This design comes from an exercise in tuning for small area, a short achievable clock period and few clock cycles on the open sky130 flow, not from production work.
In this exercise RTL edits were held to simulation tests only and were not proved equivalent to the original.
No activity file was given, so power comes from the tool's default toggle rates.

Setup of run D:
Design jbd_bms_parser, start of the top module:
module jbd_bms_parser (
    input  wire        clk,
    input  wire        rst,         
    input  wire        cmd_valid,
    input  wire [15:0] cmd_word,
    output wire        cmd_ready,
    input  wire [11:0] rd_addr,
    output wire [31:0] rd_data
);
    localparam [7:0] OP_NOP      = 8'h00,
                     OP_CLEAR    = 8'h01,
                     OP_PUSH     = 8'h02,
                     OP_VALIDATE = 8'h03,
                     OP_DECODE   = 8'h04,
                     OP_PARSE    = 8'h05;
    localparam [3:0] R_OK           = 4'h0,
                     R_INCOMPLETE   = 4'h1,
                     R_BAD_START    = 4'h2,
                     R_BAD_END      = 4'h3,
                     R_LEN_MISMATCH = 4'h4,
                     R_DEV_STATUS   = 4'h5,
                     R_UNKNOWN_TYPE = 4'h6,
                     R_CSUM         = 4'h7,
                     R_UNSUPPORTED  = 4'h8,
                     R_REC_SIZE     = 4'h9,
                     R_NOT_VALID    = 4'hA,
                     R_ILLEGAL      = 4'hB;
    localparam [1:0] ST_NONE = 2'd0, ST_VALIDATE = 2'd1, ST_DECODE = 2'd2, ST_COMMAND = 2'd3;
    localparam [1:0] T_NONE  = 2'd0, T_BASIC     = 2'd1, T_CELLS   = 2'd2, T_UNKNOWN  = 2'd3;
    localparam NSTAT = 64;         
    localparam NRING = 12;         
    localparam CAP_SIZE = 262;
    reg [7:0]  sbuf [0:NSTAT-1];         
    reg [7:0]  hbuf [0:5];               
    reg [7:0]  ring [0:NRING*16-1];      
    reg [3:0]  phase;
    reg        ready_q;
    reg [15:0] cap_len;
    reg [7:0]  last_byte;
    reg [7:0]  prev1, prev2;    
    reg [15:0] sum3;            
    reg [3:0]  result;
    reg [1:0]  res_stage;
    reg [15:0] diag_obs;
    reg        exp_basic;       
    reg        frame_valid;
    reg [1:0]  rtype;
    reg        hdr_ok;          
    reg [15:0] csum_rx;
    reg [15:0] csum_calc;
    reg [1:0]  rec_kind;
    reg [1:0]  bi_tc;           
    wire [7:0] type_code  = hdr_ok ? sbuf[1] : 8'h00;
    wire [7:0] dev_status = hdr_ok ? sbuf[2] : 8'h00;
    wire [7:0] pay_len    = hdr_ok ? sbuf[3] : 8'h00;
    assign cmd_ready = ready_q;
    wire [7:0] op  = cmd_word[15:8];
    wire [7:0] arg = cmd_word[7:0];
    wire       take = cmd_valid && ready_q;
  ...
Size in the first run: ~75000 um2 of cells after synthesis.
clock: 10.0 ns
lec_check: 0
abc_area: 0
cap_margin: 20
core_margin: 2
core_utilization: 55
cts_cluster_diameter: 65
cts_cluster_size: 30
place_density: 0.7
setup_slack_margin: 4.0
slew_margin: 20
synth_hierarchical: 1
run.sh (not shown) runs the stock make flow with config.mk's settings and CLKGATE_MAP_FILE= SYNTH_SCRIPT=/design/flow/synth_recipe.tcl, a recipe that flattens the netlist after the stock synthesis.
Testbench counts of run D, summed over its fixed seeds: cycles 10,075.
Here is what was changed in the inputs of run A compared with run D.
--- a/flow/config.mk
+++ b/flow/config.mk
@@ -11,4 +11,4 @@
 export CORE_UTILIZATION = 55
-export CTS_CLUSTER_DIAMETER = 65
-export CTS_CLUSTER_SIZE = 30
+export CTS_CLUSTER_DIAMETER = 70
+export CTS_CLUSTER_SIZE = 26
 export PLACE_DENSITY = 0.7
==> results.txt <==
- Run A completed every stage of the flow, and the final layout passed the timing, design-rule and antenna checks.
- Run A gives less post-route standard cell area excluding fillers than run D did.
- Run A vs run D, final critical-path required period went up by 0.094 ns.
- Run A against run D: count of multi-input gates held; sequential cell area share up 0.56 points.
- Compare run D and run A | total track usage lower: run A
- Diff run D -> run A: post-layout worst setup margin lost 0.094 ns; maximum frequency saw a decrease; sum of internal, switching and leakage power decreased about 3.6%; leakage power went down by about 1%.

* * *

v12:
jbd_bms_parser, a different RTL version from the one above (not shown whole).
Size: about 7700 cells after synthesis, roughly 2200 flip-flops, about 0.077 sq mm of cells after synthesis.
// jbd_bms_parser
module jbd_bms_parser (
    input  wire        clk,
    input  wire        rst,         
    input  wire        cmd_valid,
    input  wire [15:0] cmd_word,
    output wire        cmd_ready,
    input  wire [11:0] rd_addr,
    output wire [31:0] rd_data
);
==> flow/config.mk <==
export PLATFORM = sky130hd
export DESIGN_NAME = jbd_bms_parser
export DESIGN_NICKNAME = jbd_bms_parser
export VERILOG_FILES = /design/flow/design.v
export SDC_FILE = /design/flow/constraint.sdc
export NUM_CORES = 8
export LEC_CHECK = 0
export ABC_AREA = 1
export CAP_MARGIN = 20
export CORE_MARGIN = 2
export CORE_UTILIZATION = 55
export CTS_CLUSTER_DIAMETER = 80
export CTS_CLUSTER_SIZE = 20
export PLACE_DENSITY = 0.76
export SETUP_SLACK_MARGIN = 4.0
export SLEW_MARGIN = 20
==> flow/constraint.sdc <==
create_clock -name core_clock -period 10.0 [get_ports {clk}]
set_input_delay 2.0000 -clock core_clock [delete_from_list [all_inputs] [get_ports {clk}]]
set_output_delay 2.0000 -clock core_clock [all_outputs]
set_load 0.01 [all_outputs]
Testbench counts of v12, summed over its fixed seeds: cycles 10,075.
Relative to v12, the following input files were edited for v28:
Settings: SETUP_SLACK_MARGIN now 5, was 4.0; PLACE_DENSITY now 0.65, was 0.76; CORE_UTILIZATION now 50, was 55.
## What came out
- Looking at the reports, v28 completed the entire flow and the layout it produced met the timing, design-rule and antenna checks.
- Sequential portion of the cell area for v28: 2.0 points down relative to v12
- Comparing v12 and v28, the higher die area was measured on v28.
- Of the two candidates, v12 has the worse worst setup slack and v28 the better one.

* * *

Starting RTL as in the previous note.
==> flow/config.mk <==
export PLATFORM = sky130hd
export DESIGN_NAME = jbd_bms_parser
export DESIGN_NICKNAME = jbd_bms_parser
export VERILOG_FILES = /design/flow/design.v
export SDC_FILE = /design/flow/constraint.sdc
export NUM_CORES = 8
export LEC_CHECK = 0
export ABC_AREA = 1
export CAP_MARGIN = 20
export CORE_MARGIN = 2
export CORE_UTILIZATION = 55
export CTS_CLUSTER_DIAMETER = 80
export CTS_CLUSTER_SIZE = 20
export PLACE_DENSITY = 0.7
export SETUP_SLACK_MARGIN = 4.0
export SLEW_MARGIN = 20
==> flow/constraint.sdc <==
create_clock -name core_clock -period 10.0 [get_ports {clk}]
set_input_delay 2.0000 -clock core_clock [delete_from_list [all_inputs] [get_ports {clk}]]
set_output_delay 2.0000 -clock core_clock [all_outputs]
set_load 0.01 [all_outputs]
Testbench counts at the start, summed over its fixed seeds: cycles 10,075.
==> next run, changes <==
Settings changed: CTS_CLUSTER_DIAMETER 80 to 70, CTS_CLUSTER_SIZE 20 to 26.
=> Synthesized area does not change. Final area decreases by 0.37%. Critical path depth went up by 1. First-iteration DRC count is lower by 5.4%.

* * *

Setup of v6:
jbd_bms_parser with an RTL version that a note above also has.
For scale: ~7200 cells after synthesis, roughly 0.075 mm2 of cells after synthesis.
Design jbd_bms_parser, start of the top module:
module jbd_bms_parser (
    input  wire        clk,
    input  wire        rst,         
    input  wire        cmd_valid,
    input  wire [15:0] cmd_word,
    output wire        cmd_ready,
    input  wire [11:0] rd_addr,
    output wire [31:0] rd_data
);
    localparam [7:0] OP_NOP      = 8'h00,
                     OP_CLEAR    = 8'h01,
                     OP_PUSH     = 8'h02,
                     OP_VALIDATE = 8'h03,
                     OP_DECODE   = 8'h04,
                     OP_PARSE    = 8'h05;
    localparam [3:0] R_OK           = 4'h0,
                     R_INCOMPLETE   = 4'h1,
                     R_BAD_START    = 4'h2,
                     R_BAD_END      = 4'h3,
                     R_LEN_MISMATCH = 4'h4,
                     R_DEV_STATUS   = 4'h5,
                     R_UNKNOWN_TYPE = 4'h6,
                     R_CSUM         = 4'h7,
                     R_UNSUPPORTED  = 4'h8,
                     R_REC_SIZE     = 4'h9,
                     R_NOT_VALID    = 4'hA,
                     R_ILLEGAL      = 4'hB;
    localparam [1:0] ST_NONE = 2'd0, ST_VALIDATE = 2'd1, ST_DECODE = 2'd2, ST_COMMAND = 2'd3;
    localparam [1:0] T_NONE  = 2'd0, T_BASIC     = 2'd1, T_CELLS   = 2'd2, T_UNKNOWN  = 2'd3;
    localparam NSTAT = 64;         
    localparam NRING = 12;         
    localparam CAP_SIZE = 262;
    reg [7:0]  sbuf [0:NSTAT-1];         
    reg [7:0]  hbuf [0:5];               
    reg [7:0]  ring [0:NRING*16-1];      
    reg [3:0]  phase;
    reg        ready_q;
    reg [15:0] cap_len;
    reg [7:0]  last_byte;
    reg [7:0]  prev1, prev2;    
    reg [15:0] sum3;            
    reg [3:0]  result;
    reg [1:0]  res_stage;
    reg [15:0] diag_obs;
    reg        exp_basic;       
    reg        frame_valid;
    reg [1:0]  rtype;
    reg        hdr_ok;          
    reg [15:0] csum_rx;
    reg [15:0] csum_calc;
    reg [1:0]  rec_kind;
    reg [1:0]  bi_tc;           
  ...
clock: 10.0 ns
lec_check: 0
abc_area: 0
cap_margin: 20
core_margin: 2
core_utilization: 55
cts_cluster_diameter: 80
cts_cluster_size: 20
place_density: 0.7
setup_slack_margin: 4.0
slew_margin: 20
synth_hierarchical: 1
Testbench counts of v6, summed over its fixed seeds: cycles 10,075.
--- input diff v6..v7 ---
Settings: changing CORE_UTILIZATION from 55 to 57; changing PLACE_DENSITY from 0.7 to 0.72.
Notes after the runs:
Diff v7 and v6: portion of the clock cycle consumed by the worst path in the final layout lower in v6. Summary: routed wire length, v7 worse than v6. The slew of the pin with the lowest slew margin in v7 sits 74 ps above the value recorded for v6. The design area was comparable across v7 and v6.

* * *

run 5:
jbd_bms_parser with an RTL version that a note above also has.
Size in the first run: ~2200 flip-flops, roughly 64 I/O pins, ~77000 um2 of cells after synthesis.
clock: 10.0 ns
lec_check: 0
abc_area: 1
cap_margin: 20
core_margin: 2
core_utilization: 50
cts_cluster_diameter: 80
cts_cluster_size: 20
place_density: 0.65
setup_slack_margin: 3
slew_margin: 20
Every stage of the flow completed for run 5, and the final layout passed the timing, design-rule and antenna checks.
Testbench counts of run 5, summed over its fixed seeds: cycles 10,075.
Changes in run 3 relative to run 5:
- changing SETUP_SLACK_MARGIN from 3 to 4.0
[summary]
Total global routing track utilization for run 3: 0.76 points up relative to run 5. [diff] worst slack after detailed placement, run 3 relative to run 5: regression. Run 3 ends up with a critical path depth that is 3 higher than in run 5. Going from run 5 to run 3, area share of fa/ha/maj cells after synthesis flat, wire length went up by 3400 um.

-- afterwards: timing with drivers on the ports --
How much do the figures lean on ideal ports? The routed layouts below were timed once more, with nothing changed but the port constraints. Step 1: set_driving_cell puts a clkbuf_16 on clk and a buf_2 on each other input, an assumption about the parent block. Step 2 adds t to the input delays and takes it off the output delays; t is the mean of the earliest and latest rising clock arrival at the registers after step 1. Input paths then give back, and output paths get back, about the clock's delay inside the block. a / b / c = ideal / step 1 / step 2; a / b = the first two.
run | t, ns | slack for setup (ns) | worst data-port slew with drivers (ns)
run D | 0.843 | 3.082 / 2.995 / 2.995 | 0.19
run A | 0.855 | 2.987 / 2.928 / 2.928 | 0.28
v12 | 0.922 | 2.890 / 2.677 / 2.677 | 0.30
v28 | 0.898 | 2.988 / 2.872 / 2.872 | 0.21
the first run of note 3 | 0.901 | 2.976 / 2.917 / 2.917 | 0.14
the second run of note 3 | 0.906 | 2.966 / 2.823 / 2.823 | 0.15
v6 | 0.881 | 3.032 / 2.912 / 2.912 | 0.27
v7 | 0.875 | 2.942 / 2.860 / 2.860 | 0.28
run 5 | 0.913 | 2.582 / 2.453 / 2.453 | 0.14
run 3 | 0.899 | 2.944 / 2.856 / 2.856 | 0.14
After both steps every run listed still meets setup and hold. For v12, which loses most, drivers alone change the setup slack by -0.213 ns; drivers and shift together by -0.213 ns.
